This is an optimization exercise on Yosys and OpenROAD, whose aim is small area and a short achievable clock period, not a production implementation. Function was checked by simulation only, so behaviour that the tests miss may differ from the original. No activity file was given, so power comes from the tool's default toggle rates.

## design.v

```verilog
module pocsag_slicer (
    input  wire        clk,
    input  wire        rst,        
    input  wire        rst_r,      
    input  wire        in_valid,
    input  wire [15:0] in_sample,
    output wire        bit_valid,  
    output wire        bit_val
);
    reg               v_r;
    reg        [15:0] s_r;
    reg signed [22:0] f_r;
    wire              sg    = in_sample[15];
    wire signed [22:0] s_ext = {{7{sg}}, in_sample};
    wire signed [22:0] f_in  = (s_ext <<< 6) + (sg ? s_ext : -s_ext);
    always @(posedge clk) begin
        v_r <= in_valid & ~rst;
        s_r <= in_sample;
        f_r <= f_in;
    end
    reg        [1:0]  cnt;
    reg        [22:0] magp;
    reg signed [17:0] sum;
    reg signed [22:0] c_r;
    wire              last   = (cnt == 2'd3);
    wire              rs     = s_r[15];
    wire       [15:0] a      = rs ? (~s_r + 16'd1) : s_r;
    wire       [22:0] mag_n  = magp + {7'd0, a};
    wire       [22:0] magp_n = mag_n - (mag_n >> 7);
    wire signed [17:0] sum_n = sum + {{2{rs}}, s_r};
    wire signed [24:0] c_full = $signed({2'b00, magp_n}) -
                                (last ? 25'sd0 : ($signed({{1{sum_n[17]}}, sum_n}) <<< 6));
    wire signed [22:0] c_n = (c_full >  25'sd4194303) ? 23'sd4194303 :
                             (c_full < -25'sd4194304) ? -23'sd4194304 :
                             c_full[22:0];
    always @(posedge clk) begin
        if (rst_r) begin
            cnt  <= 2'd0;
            magp <= 23'd0;
            sum  <= 18'sd0;
            c_r  <= 23'sd0;
        end else if (v_r) begin
            cnt  <= cnt + 2'd1;
            magp <= magp_n;
            sum  <= last ? 18'sd0 : sum_n;
            c_r  <= c_n;
        end
    end
    assign bit_valid = v_r & last;
    assign bit_val   = (f_r > c_r);
endmodule
module pocsag_bch (
    input  wire [31:0] cw_in,
    output reg  [31:0] cw_out,
    output reg         fail
);
    localparam [32*11-1:0] SYN_TAB = {
        11'h769, 11'h3B5, 11'h1DB, 11'h785, 11'h3C3, 11'h689, 11'h345, 11'h1A3,
        11'h7B9, 11'h3DD, 11'h1EF, 11'h79F, 11'h4A7, 11'h53B, 11'h5F5, 11'h2FB,
        11'h615, 11'h30B, 11'h6ED, 11'h377, 11'h6D3, 11'h401, 11'h201, 11'h101,
        11'h081, 11'h041, 11'h021, 11'h011, 11'h009, 11'h005, 11'h003, 11'h001
    };
    reg [10:0] syn;
    reg [31:0] flip;
    integer p;
    always @* begin
        syn = 11'd0;
        for (p = 0; p < 32; p = p + 1)
            if (cw_in[p])
                syn = syn ^ SYN_TAB[p*11 +: 11];
        flip = 32'd0;
        for (p = 0; p < 32; p = p + 1)
            if (syn == SYN_TAB[p*11 +: 11])
                flip[p] = 1'b1;
        cw_out = cw_in ^ flip;
        fail   = (syn != 11'd0) && (flip == 32'd0);
    end
endmodule
module pocsag_rx (
    input  wire        clk,
    input  wire        rst,
    input  wire        in_valid,
    input  wire [15:0] in_sample,
    output wire        pre_found,
    output wire        sync_found,
    output wire        out_valid,
    output wire [3:0]  out_index,
    output wire [31:0] out_word,
    output wire        out_fail,
    output wire        out_addr
);
    localparam [31:0] SYNC_WORD = 32'h7CD215D8;
    localparam [1:0] S_PRE   = 2'd0,
                     S_SYNC  = 2'd1,
                     S_BATCH = 2'd2;
    reg rst_r;
    always @(posedge clk) rst_r <= rst;
    wire bv, b;
    pocsag_slicer u_slicer (
        .clk       (clk),
        .rst       (rst),
        .rst_r     (rst_r),
        .in_valid  (in_valid),
        .in_sample (in_sample),
        .bit_valid (bv),
        .bit_val   (b)
    );
    reg  [1:0]   state;
    reg  [31:0]  sr;           
    reg  [31:0]  xr;           
    reg  [511:0] fq;           
    wire in_pre   = (state == S_PRE);
    wire in_sync  = (state == S_SYNC);
    wire in_batch = (state == S_BATCH);
    reg  [9:0] pheld;
    reg  [9:0] ptrans;
    reg        m0_r, m1_r;     
    reg        sm_r;           
    wire       pfull   = (pheld == 10'd576);
    wire       t_sub   = pfull & (fq[511] ^ fq[479]);
    wire       held    = (pheld != 10'd0);
    wire [9:0] pheld_n = pfull ? pheld : pheld + 10'd1;
    wire [9:0] pt0     = ptrans + {9'd0, held &  sr[0]} - {9'd0, t_sub};
    wire [9:0] pt1     = ptrans + {9'd0, held & ~sr[0]} - {9'd0, t_sub};
    wire       nfull   = (pheld_n == 10'd576);
    reg  [4:0] scnt;
    reg  [3:0] widx;
    always @(posedge clk) begin
        m0_r <= nfull && (pt0 >= 10'd519);
        m1_r <= nfull && (pt1 >= 10'd519);
        sm_r <= (scnt == 5'd31) && (sr[30:0] == SYNC_WORD[31:1]);
    end
    wire pmatch = b ? m1_r : m0_r;
    wire smatch = sm_r & ~b;
    assign pre_found  = bv & in_pre & pmatch;
    assign sync_found = bv & in_sync & smatch;
    reg        start_r;
    reg        ovalid;
    reg  [3:0] oidx;
    reg        ofail, oaddr;
    wire push     = bv & in_batch & (scnt == 5'd31);
    wire complete = push & (widx == 4'd15);
    wire load     = start_r | (ovalid & (oidx != 4'd15));
    wire [31:0] head = fq[511:480];
    wire [31:0] corr;
    wire        cfail;
    pocsag_bch u_bch (
        .cw_in  (head),
        .cw_out (corr),
        .fail   (cfail)
    );
    always @(posedge clk) begin
        if (rst) begin
            start_r <= 1'b0;
            ovalid  <= 1'b0;
        end else begin
            start_r <= complete;
            ovalid  <= load;
        end
        if (load) begin
            oidx  <= start_r ? 4'd0 : oidx + 4'd1;
            ofail <= cfail;
            oaddr <= ~head[31];
        end
    end
    wire [31:0] fq_in;
    genvar j;
    generate
        for (j = 0; j < 32; j = j + 1) begin : g_in
            if (j == 0) begin : g0
                assign fq_in[j] = in_pre ? xr[31] : b;
            end else begin : gj
                assign fq_in[j] = in_pre ? fq[15*32 + j - 1] : sr[j-1];
            end
        end
    endgenerate
    wire fq_en = (bv & in_pre) | push | load;
    always @(posedge clk) begin
        if (bv)
            sr <= {sr[30:0], b};
        if (in_pre) begin
            if (bv)
                xr <= {xr[30:0], sr[31]};
        end else if (load) begin
            xr <= corr;
        end
        if (fq_en)
            fq <= {fq[479:0], fq_in};
    end
    always @(posedge clk) begin
        if (rst_r) begin
            state  <= S_PRE;
            pheld  <= 10'd0;
            ptrans <= 10'd0;
            scnt   <= 5'd0;
            widx   <= 4'd0;
        end else if (bv) begin
            case (state)
                S_PRE: begin
                    if (pmatch) begin
                        pheld  <= 10'd0;
                        ptrans <= 10'd0;
                        scnt   <= 5'd0;
                        state  <= S_SYNC;
                    end else begin
                        pheld  <= pheld_n;
                        ptrans <= b ? pt1 : pt0;
                    end
                end
                S_SYNC: begin
                    if (smatch) begin
                        scnt  <= 5'd0;
                        widx  <= 4'd0;
                        state <= S_BATCH;
                    end else if (scnt != 5'd31) begin
                        scnt <= scnt + 5'd1;
                    end
                end
                S_BATCH: begin
                    scnt <= scnt + 5'd1;
                    if (scnt == 5'd31) begin
                        widx <= widx + 4'd1;
                        if (widx == 4'd15)
                            state <= S_SYNC;
                    end
                end
                default: state <= S_PRE;
            endcase
        end
    end
    assign out_valid = ovalid;
    assign out_index = oidx;
    assign out_word  = xr;
    assign out_fail  = ofail;
    assign out_addr  = oaddr;
endmodule
```

## run.sh

```bash
#!/bin/bash
# synth_recipe.tcl (not shown) runs the flow's synth.tcl, then flattens the netlist and writes it again
# the make line also repeats each setting of config.mk as NAME=value (left out here)
make -C /OpenROAD-flow-scripts/flow DESIGN_CONFIG=/design/flow/config.mk WORK_HOME=/design/flow/orfs CLKGATE_MAP_FILE= SYNTH_SCRIPT=/design/flow/synth_recipe.tcl finish
```

## config.mk

```make
export PLATFORM = sky130hd
export DESIGN_NAME = pocsag_rx
export DESIGN_NICKNAME = pocsag_rx
export VERILOG_FILES = /design/flow/design.v
export SDC_FILE = /design/flow/constraint.sdc
export NUM_CORES = 4
export LEC_CHECK = 0
export CAP_MARGIN = 20
export CORE_MARGIN = 2
export CORE_UTILIZATION = 40
export SLEW_MARGIN = 20
```

## constraint.sdc

```tcl
create_clock -name core_clock -period 12.0 [get_ports {clk}]
set_input_delay 2.4000 -clock core_clock [delete_from_list [all_inputs] [get_ports {clk}]]
set_output_delay 2.4000 -clock core_clock [all_outputs]
set_load 0.01 [all_outputs]
```

==> summary.txt <==
Status
The run finished with no timing, DRC or antenna violations.

STA
The final number of setup-violating endpoints is 0. For the final routed database, the setup TNS stands at 0 ns. The total count of max-transition violations in the final report is 0. The hold violation count in the final report is 0. The worst-case headroom to the max-slew limit is 0.302. The final worst clock skew is 0.0315 ns. The portion of the clock cycle consumed by the worst path in the final layout is 0.741.

For the pin with the worst max-slew slack, the measured transition is 1.05 ns. The worst path meets setup with ~3.1 ns of slack. Setup repair after global routing left no endpoint under its margin. The top achievable clock speed is 112 MHz. The clock period could shrink to about 8.9 ns. On the final layout, the worst hold slack is between 0.3 and 0.4 ns.

Synth
The count of mapped cells out of synthesis is about 2.4k. The share of async-settable or async-resettable flops after synthesis is 0. Among all flip-flop cells after synthesis, the most frequent one is sky130_fd_sc_hd__edfxtp_1. Yosys mapped the design onto 84 distinct sky130hd cell types. Of the post-synthesis cell area, the dominant cell type holds 0.555. The cell accounting for the most synthesized area is sky130_fd_sc_hd__edfxtp_1.

In this run, synthesis inferred 582 flip-flops with an integrated enable. The post-synthesis register bit count is 724. For this run, the register share of the synthesized area comes to 0.645. Summing every instance area after synthesis gives 31500 um^2. After synthesis, the cell types taking the most area are sky130_fd_sc_hd__edfxtp_1 55%, sky130_fd_sc_hd__dfxtp_1 9.0%, sky130_fd_sc_hd__ha_1 5.1%, sky130_fd_sc_hd__xnor2_1 4.2%, sky130_fd_sc_hd__nand2_1 2.0%. The count of synthesis-stage warnings from yosys is 3.

Each instance of the synthesized netlist takes up on average roughly 13 um^2. The post-synth net total is 2534.

Critical path
The worst register-to-register path has a depth of 35. Among cell families on the critical path, the largest total delay comes from compound AO/OA/AOI/OAI gates. The worst setup path is launched from a flop.

The count of buffer and inverter cells on the critical path is 1. The data required time of the worst path is 12.47 ns. Counting buffers and inverters, the worst setup path is 35 cells deep. The endpoint type of the worst setup path is a flop.

The most common cell type on the critical path is sky130_fd_sc_hd__a21oi_1. The critical path is of the reg2reg type. The critical path's largest stage delay is 0.86 ns. The arrival time of the worst setup path is 9.37 ns. Of all nets on the critical path, the largest fanout is 20. Among all stages on the critical path, the largest delay is contributed by sky130_fd_sc_hd__dfxtp_1.

Power
The total power draw is 7.95 mW. The areal power density over the cells is 222 nW/um^2. The largest voltage drop on the vdd net is about 0.21 mV. The share of total power dissipated in combinational logic is 0.353. The total leakage power is 12.6 nW. The net switching component of the power is between 2 and 3 mW. The proportion of power drawn by the clock network is 0.292. Of the total power, the share spent switching nets is 0.350. The internal portion of the total power is 5.17 mW. The sequential power share is 0.355.

Route
In the final routed layout, each cell accounts on average for 18.7 um. The first-pass detailed-route iteration total is 5. The aggregate routed wire length is 66600 um.

The remaining antenna violation count is 0. The final route contains 18.6k vias. The remaining design rule violation count is 0. The number of violations reported at the end of detailed-routing iteration 0 is 1467. In the routed layout, each cell is associated on average with a via count of 5.21.

Min path
The tightest min-delay check is of the reg2reg type. The worst hold path passes through 0 cells.

Global route
The total congestion overflow is 0. The overall track demand over capacity in global routing is 0.163. The global-route wire length before repair is 104000 um.

Entering global routing, the biggest net connects 165 pins. The via count of the first global-routing pass is 18.4k. The number of antenna violations at the first check in global routing was 5.

Die
In this run the core area contains 102 standard-cell rows. The die covers 81000 um^2. The number of primary I/O pins is 60. From bottom edge to top edge, the die measures around 280 um.

The width of the die is 285 um. The core area is a little under 80000 um^2. The starting density of the core is 0.405.

Placed design
The area of placed instances is ~33000 um^2. Summed over all nets, the half-perimeter wirelength after detailed placement is about 46000 um. The number of placed instances, taps included, is 3421.

Before CTS, the worst setup slack after placement is 3.23 ns. The weighted congestion at the end of routability-driven global placement is 0.890. The count of buffers inserted at the top-level ports is 59.

CTS
In this run the clock root is driven by a sky130_fd_sc_hd__clkbuf_16. The CTS clock-pin slew for the worst setup and hold paths is 0.06 ns. The number of setup buffers added after CTS is 0.

In this run, post-CTS hold repair placed 0 buffers. The count of H-tree levels built during CTS is 3. The buffer levels on the longest clock path is 3. Once the clock tree was built, the resizer swapped 0 gates to a different size.

Buffers inserted during clock tree synthesis total 78. The clock insertion delay at the later pin of the skew report is roughly 0.63 ns. The clock sink count is between 700 and 800. The TritonCTS clock tree is done.

Layout
In the final layout, the multi-input gates occupy 10600 um^2. The non-filler instance count after layout is roughly 3.6k. Fill cells in the final layout number between 6k and 7k. Of the cells placed in the final design, the portion with a size suffix greater than 1 is 0.0752. In the final layout, flip-flops and latches occupy 20300 um^2.

The fraction of the core area covered by cells at the end of the flow is 0.461. The number of inserted diodes is 0. The area overhead of the layout relative to synthesis is 13.8%. The final instance area is 35900 um^2. The final layout contains around 2.6k nets.

Flow run
Max-cap violations in this run came to 0.
[per-layer routing]
metal	vias up	GRT usage	share of wire
li1	8985	-	-
met1	9044	0.226	0.47
met2	405	0.255	0.45
met3	143	0.0289	0.042
met4	2	0.0630	0.036
met5	-	0	0.00011
[power by group through the flow]
| stage | combinational, mW | clock (mW) | sequential [mW] |
|---|---|---|---|
| 2_1_floorplan | 2.07 | 0 | 2.85 |
| 3_3_place_gp | 2.74 | 0 | 2.87 |
| 3_5_place_dp | 2.78 | 0 | 2.87 |
| 4_1_cts | 2.80 | 2.40 | 2.82 |
| 5_1_grt | 3.10 | 2.51 | 2.83 |
| 6_report | 2.80 | 2.32 | 2.82 |
[cell usage after synthesis (all sizes together) (13+ instances only)]
cell	number
a21o	39
a21oi	115
a311oi	24
a31oi	15
and2	14
and3	18
clkbuf	65
dfxtp	142
edfxtp	582
ha	128
inv	97
mux2	34
mux2i	23
nand2	169
nand2b	17
nand3	61
nand4	20
nor2	168
nor2b	20
nor3	41
nor4	17
o21a	23
o21ai	107
o21bai	13
or3	27
xnor2	151
xor2	65
[worst paths after layout]
kind	start	to	slack, ns
worst max register to register	u_slicer.s_r[15]$_DFF_P_	u_slicer.c_r[9]$_SDFFE_PP0P_	3.10
worst max-delay path	u_slicer.s_r[15]$_DFF_P_	u_slicer.c_r[9]$_SDFFE_PP0P_	3.10
worst min-delay path	fq[78]$_DFFE_PP_	fq[110]$_DFFE_PP_	0.40
worst min register to register	fq[78]$_DFFE_PP_	fq[110]$_DFFE_PP_	0.40
[flip-flops by register name (all words and copies together) (netlist names), 15 cells and up]
register / flops
u_slicer.magp: 23
u_slicer.c_r: 23
fq: 512
u_slicer.sum: 18
sr: 32
u_slicer.s_r: 15
xr: 32
u_slicer.f_r: 23
[layout make-up]
cell class / count / area share
tap: 1040 / 0.0363
inverter: 97 / 0.0102
sequential: 724 / 0.567
multi-input combinational: 1484 / 0.295
timing repair buffer: 77 / 0.0211
clock buffer: 91 / 0.0566
clock inverter: 53 / 0.0139
[kinds of logic after synthesis]
group	Yosys count	synth area share
compound gates	440	0.0909
xor+xnor	234	0.0736
fa+ha+maj	137	0.0559
buf+inv	172	0.0207
flops	724	0.645
mux	57	0.0195
simple gates	616	0.0947
[layout by cell type (no fill, tap or decap), types with 17 or more instances in the layout]
| cell type | instances |
|---|---|
| sky130_fd_sc_hd__mux2_2 | 34 |
| sky130_fd_sc_hd__nand3_1 | 60 |
| sky130_fd_sc_hd__dfxtp_1 | 140 |
| sky130_fd_sc_hd__nand2_1 | 169 |
| sky130_fd_sc_hd__a311oi_1 | 24 |
| sky130_fd_sc_hd__xor2_1 | 64 |
| sky130_fd_sc_hd__nor3_1 | 40 |
| sky130_fd_sc_hd__a21oi_1 | 115 |
| sky130_fd_sc_hd__nand4_1 | 20 |
| sky130_fd_sc_hd__clkbuf_16 | 78 |
| sky130_fd_sc_hd__ha_1 | 127 |
| sky130_fd_sc_hd__or3_1 | 27 |
| sky130_fd_sc_hd__nor2_1 | 168 |
| sky130_fd_sc_hd__o21a_1 | 23 |
| sky130_fd_sc_hd__clkdlybuf4s50_1 | 59 |
| sky130_fd_sc_hd__edfxtp_1 | 582 |
| sky130_fd_sc_hd__nand2b_1 | 17 |
| sky130_fd_sc_hd__and3_1 | 18 |
| sky130_fd_sc_hd__inv_1 | 97 |
| sky130_fd_sc_hd__o21ai_0 | 79 |
| sky130_fd_sc_hd__clkinv_1 | 17 |
| sky130_fd_sc_hd__nor2b_1 | 20 |
| sky130_fd_sc_hd__xnor2_1 | 150 |
| sky130_fd_sc_hd__mux2i_1 | 22 |
| sky130_fd_sc_hd__o21ai_1 | 27 |
| sky130_fd_sc_hd__a21o_1 | 39 |

-- separate check: timing with driven ports --
How much do the figures lean on ideal ports? The routed layout below was timed once more, with nothing changed but the port constraints. Step 1, drivers: a clkbuf_16 drives clk and a buf_2 each remaining input, both assumed. Step 2 moves the port delays by t, midway between the first and last clock arrival at a register: inputs arrive t later, outputs are due t later. That takes back most of the time a late clock gives input paths. Three values: ideal, step 1, step 2; two values: the first two.
t, ns: 0.678
setup WS [ns]: 3.105 / 3.105 / 3.105
worst register clock-pin slew, ns: 0.07 / 0.07
After both steps this run still meets setup and hold. The setup slack of this run moves by 0.000 ns with the drivers and by 0.000 ns with both steps.
